What follows belongs to an exercise in optimizing a design on an open flow for small area, a short achievable clock period and few clock cycles per item; a production flow would make more cautious choices.
Power figures rest on the tool's default switching activity, not on a simulated workload.

tundra:
==> flow/design.v <==
module varint_unit (
  input             clk,
  input             rst,
  input             cmd_valid,
  output            cmd_ready,
  input      [7:0]  cmd_op,
  input      [63:0] cmd_arg,
  output            snk_valid,
  output     [7:0]  snk_data,
  input             snk_ready,
  input      [1:0]  snk_resp,
  output            src_req,
  input             src_ready,
  input      [7:0]  src_data,
  input      [1:0]  src_resp,
  output            rsp_valid,
  output     [3:0]  rsp_status,
  output     [63:0] rsp_res,
  output     [79:0] rsp_buf
);
  genvar g;
  integer i;
  reg        rdy;       
  reg        pv;        
  reg        cls_e, cls_d, cls_b, cls_c;    
  reg [63:0] val;       
  reg        ex_e;      
  reg        ex_d;      
  reg        ex_i;      
  reg [7:0]  sd;        
  reg [3:0]  k;         
  reg        rv;        
  reg [2:0]  rst_st;    
  reg        rdec;      
  reg [3:0]  cnt;       
  reg [8:0]  rcont;     
  assign cmd_ready  = rdy;
  assign snk_valid  = ex_e;
  assign snk_data   = sd;
  assign src_req    = ex_d;
  assign rsp_valid  = rv;
  assign rsp_status = {1'b0, rst_st};
  assign rsp_res    = {val[63:4] & {60{rdec}}, rdec ? val[3:0] : cnt};
  generate
    for (g = 0; g < 9; g = g + 1) begin : g_buf
      assign rsp_buf[8*g +: 7] = val[7*g +: 7];
      assign rsp_buf[8*g + 7]  = rcont[g];
    end
  endgenerate
  assign rsp_buf[79:72] = {7'd0, val[63]};
  wire c_e = (cmd_op == 8'h00);
  wire c_b = (cmd_op == 8'h01);
  wire c_c = (cmd_op == 8'h02);
  wire c_d = (cmd_op == 8'h10);
  wire acc = cmd_valid & rdy;
  wire e_err  = snk_resp != 2'd0;
  wire e_step = ex_e & snk_ready;
  wire e_adv  = e_step & sd[7];
  wire e_fin  = e_step & (e_err | ~sd[7]);
  wire d_err  = src_resp != 2'd0;
  wire d_pull = ex_d & src_ready;
  wire d_last = (k == 4'd9);
  wire d_fin  = d_pull & (d_err | ~src_data[7] | d_last);
  wire fin    = e_fin | d_fin | ex_i;
  wire exfree = fin | ~(ex_e | ex_d | ex_i);
  wire st_pend = exfree & pv;
  wire st_cmd  = exfree & ~pv & acc;
  wire s_e     = pv ? cls_e : c_e;
  wire s_d     = pv ? cls_d : c_d;
  wire s_b     = pv ? cls_b : c_b;
  wire [63:0] s_arg = pv ? val : cmd_arg;
  wire start_e = (st_pend | st_cmd) & s_e;
  wire start_d = (st_pend | st_cmd) & s_d;
  wire start_i = (st_pend | st_cmd) & ~s_e & ~s_d;
  wire s_more   = |s_arg[63:7];     
  wire val_more = |val[63:14];      
  wire [9:0] nz;
  generate
    for (g = 0; g < 9; g = g + 1) begin : g_nz
      assign nz[g] = |val[7*g +: 7];
    end
  endgenerate
  assign nz[9] = val[63];
  wire [3:0] vlen = nz[9] ? 4'd10 : nz[8] ? 4'd9 : nz[7] ? 4'd8 : nz[6] ? 4'd7 :
                    nz[5] ? 4'd6  : nz[4] ? 4'd5 : nz[3] ? 4'd4 : nz[2] ? 4'd3 :
                    nz[1] ? 4'd2  : 4'd1;
  wire [8:0] vcont;
  generate
    for (g = 0; g < 9; g = g + 1) begin : g_cont
      assign vcont[g] = |val[63:7*g+7];
    end
  endgenerate
  wire pv_next   = (acc & ~exfree) | (pv & ~exfree);
  wire d_next    = exfree ? start_d : ex_d;
  wire more_next = exfree ? (start_e & s_more) : (ex_e & (e_adv ? val_more : sd[7]));
  always @(posedge clk) begin
    if (rst) begin
      rdy  <= 1'b1;
      pv   <= 1'b0;
      ex_e <= 1'b0;
      ex_d <= 1'b0;
      ex_i <= 1'b0;
      rv   <= 1'b0;
    end else begin
      rdy  <= ~pv_next & ~more_next & ~d_next & ~(start_i & s_b);
      pv   <= pv_next;
      if (exfree) begin
        ex_e <= start_e;
        ex_d <= start_d;
        ex_i <= start_i;
      end
      rv   <= fin;
    end
  end
  always @(posedge clk) begin
    if (exfree) k <= 4'd0;
    else if (e_adv | d_pull) k <= k + 4'd1;
  end
  always @(posedge clk) begin
    if (acc) begin
      cls_e <= c_e;
      cls_d <= c_d;
      cls_b <= c_b;
      cls_c <= c_c;
    end
  end
  always @(posedge clk) begin
    if (acc)
      val <= cmd_arg;
    else if (e_adv)
      val <= {7'd0, val[63:7]};
    else if (d_pull) begin
      for (i = 0; i < 9; i = i + 1)
        if (k == i)
          val[7*i +: 7] <= src_data[6:0];
        else if (k == 4'd0)
          val[7*i +: 7] <= 7'd0;
      val[63] <= d_last & src_data[0];
    end
  end
  always @(posedge clk) begin
    if (start_e)
      sd <= {s_more, s_arg[6:0]};
    else if (e_adv)
      sd <= {val_more, val[13:7]};
  end
  always @(posedge clk) begin
    if (e_fin)
      rst_st <= ~e_err ? 3'd0 : snk_resp[1] ? 3'd6 : 3'd1;
    else if (d_fin)
      rst_st <= d_err ? (src_resp[1] ? 3'd6 : 3'd1) : (src_data[7] ? 3'd2 : 3'd0);
    else if (ex_i)
      rst_st <= (cls_b | cls_c) ? 3'd0 : 3'd7;
  end
  always @(posedge clk) begin
    rdec <= d_fin;
    cnt  <= e_fin ? k + 4'd1 : vlen;
  end
  always @(posedge clk) begin
    rcont <= vcont;
  end
endmodule
Settings: LEC_CHECK=0, CAP_MARGIN=20, CORE_MARGIN=2, CORE_UTILIZATION=45, CTS_BUF_LIST=sky130_fd_sc_hd__clkbuf_8, SETUP_SLACK_MARGIN=2.5, SLEW_MARGIN=20; clock period 5.0 ns.
standard.sh (not shown) runs the stock make flow with config.mk's settings and CLKGATE_MAP_FILE= SYNTH_SCRIPT=/design/flow/synth_recipe.tcl, a recipe that flattens the netlist after the stock synthesis.
==> flow/flow/run.sh <==
#!/bin/bash
# Standard synthesis and layout; the only change is that the port buffers are
# the small, fast buf_1 (instead of the default pick, a clkdlybuf4s50_1 delay
# cell).
set -euo pipefail
bash standard.sh "BUFFER_PORTS_ARGS=-buffer_cell sky130_fd_sc_hd__buf_1" finish > standard_flow.log 2>&1
Setup changes, tundra to quartz
==> flow/flow/run.sh <==
#!/bin/bash
# Standard synthesis and layout, with two changes:
#  - the combinational logic of the standard synthesis netlist is re-mapped
#    by ABC with a delay-driven script (flip-flops untouched), see remap.sh;
#  - the port buffers are the small, fast buf_1 (instead of the default pick,
#    a clkdlybuf4s50_1 delay cell).
set -euo pipefail
BUF="BUFFER_PORTS_ARGS=-buffer_cell sky130_fd_sc_hd__buf_1"
R=orfs/results/$FLOW_PLATFORM/varint_unit/base
bash standard.sh "$BUF" synth > 1_standard_synth.log 2>&1
cp $R/1_2_yosys.v 1_2_yosys.standard.v
export DONT_USE_CELLS="$(awk '/^export DONT_USE_CELLS/{f=1} f{print} f&&!/\\$/{exit}' $FLOW_HOME/platforms/$FLOW_PLATFORM/config.mk | grep -oE 'sky130_fd_sc_hd__[A-Za-z0-9_]+' | tr '\n' ' ')"
bash flow/remap.sh $PWD/1_2_yosys.standard.v $PWD/1_2_yosys.remap.v $PWD/flow/abc_delay.script > 2_remap.log 2>&1
cp 1_2_yosys.remap.v $R/1_2_yosys.v
rm -f $R/1_synth.odb $R/1_synth.sdc
bash standard.sh "$BUF" finish > 3_standard_finish.log 2>&1
==> flow/flow/abc_delay.script (new file) <==
strash
dch -f
map -D 1000
topo
buffer -p
upsize -D 1000
dnsize -D 1000
==> flow/flow/remap.sh (new file) <==
#!/bin/bash
# Re-map the combinational logic of the standard synthesis netlist with a
# delay-driven ABC script. Flip-flops (and their instance names and cell
# types) are left exactly as the standard synthesis made them.
# usage: remap.sh IN.v OUT.v ABC_SCRIPT
set -euo pipefail
in=$1; out=$2; scr=$3
LIB=$FLOW_HOME/platforms/sky130hd/lib/sky130_fd_sc_hd__tt_025C_1v80.lib
seq=$(grep -oE 'sky130_fd_sc_hd__[a-z0-9_]+' "$in" | sort -u | grep -E '__(e?s?df|dl|sdf|edf|conb)' | tr '\n' ' ')
dontuse=""
for c in $DONT_USE_CELLS; do dontuse="$dontuse -dont_use $c"; done
printf 'set_driving_cell sky130_fd_sc_hd__buf_1\nset_load 5\n' > remap_abc.constr
cat > remap.ys <<EOT
read_liberty -ignore_miss_func $LIB
blackbox $seq
read_verilog $in
hierarchy -top $FLOW_TOP
flatten
opt_clean
techmap
opt -fast
abc -script $scr -liberty $LIB $dontuse -constr remap_abc.constr
opt_clean -purge
hilomap -singleton -hicell sky130_fd_sc_hd__conb_1 HI -locell sky130_fd_sc_hd__conb_1 LO
splitnets
rename -hide w:*.*
opt_clean -purge
stat -liberty $LIB
write_verilog -noattr -noexpr -nohex -nodec $out
EOT
yosys -s remap.ys
-- flow/config.mk --
<<< tundra, line 10
export CORE_UTILIZATION = 45
export CTS_BUF_LIST = sky130_fd_sc_hd__clkbuf_8
export SETUP_SLACK_MARGIN = 2.5
export SLEW_MARGIN = 20
>>> quartz, line 10
export CORE_UTILIZATION = 45
export CTS_BUF_LIST = sky130_fd_sc_hd__clkbuf_8
export SETUP_SLACK_MARGIN = 2.8
export SLEW_MARGIN = 20
- The flow did not stop early for quartz: all stages ran, and the layout cleared the timing, design-rule and antenna checks.
- Summary — post-route clock period utilization, quartz relative to tundra: lower, by 3.8 points.
- NOTE: worst path setup slack after routing in quartz exceeds that of tundra
- Going from tundra to quartz, met1 wire length increased 9.4%; flip-flop and latch share of the layout cell area now sits lower; detailed-route wire length per cell +0.30%; combinational fraction of design power now larger; total net switching power increased 8.5%.
- tundra reports its launching instance or port of the critical path as cmd_arg[26] while quartz reports rdec.
#### Input delta (umber over quartz)
-- flow/config.mk --
<<< quartz, line 9
export CORE_MARGIN = 2
export CORE_UTILIZATION = 45
export CTS_BUF_LIST = sky130_fd_sc_hd__clkbuf_8
export SETUP_SLACK_MARGIN = 2.8
export SLEW_MARGIN = 20
>>> umber, line 9
export CORE_MARGIN = 2
export CORE_UTILIZATION = 45
export SETUP_SLACK_MARGIN = 2.8
export SLEW_MARGIN = 20
--- outcome ---
Between umber and quartz, it is umber whose final layout net count is lower, by 13.
umber vs quartz: layout filler cell count down
Summary — total area of multi-input combinational cells, umber relative to quartz: lower, by 33 µm².
Delta (umber minus quartz): detailed-routed wire length on met3 went up by about 3.3%; number of signal-net buffers in the layout went down by 4.5%.
No functional check of the RTL was part of any run of this note.

[afterwards: timing with drivers on the ports]
How much do the figures lean on ideal ports? The routed layouts below were timed once more, with nothing changed but the port constraints. Step 1 sets driving cells, clkbuf_16 on the clock port and buf_2 on the other inputs (assumed; they add their load-dependent delay and slew). Step 2 also shifts input and output timing later by t, the mid clock arrival at the registers, as if the neighbouring blocks saw the same clock. Slacks: no drivers / after step 1 / after step 2; pairs: no drivers / after step 1.
run	shift t [ns]	slack for setup (ns)	hold WS [ns]	clock arrival spread, ns	worst slew at a driven data input, ns
tundra	0.417	2.520 / 2.534 / 2.117	0.529 / 0.529 / 0.529	0.011 / 0.011	0.04
quartz	0.418	2.712 / 2.673 / 2.412	0.555 / 0.555 / 0.555	0.013 / 0.014	0.05
umber	0.389	2.740 / 2.696 / 2.401	0.549 / 0.549 / 0.549	0.009 / 0.009	0.05
After both steps every run listed still meets setup and hold. For tundra, which loses most, drivers alone change the setup slack by +0.014 ns; drivers and shift together by -0.403 ns.
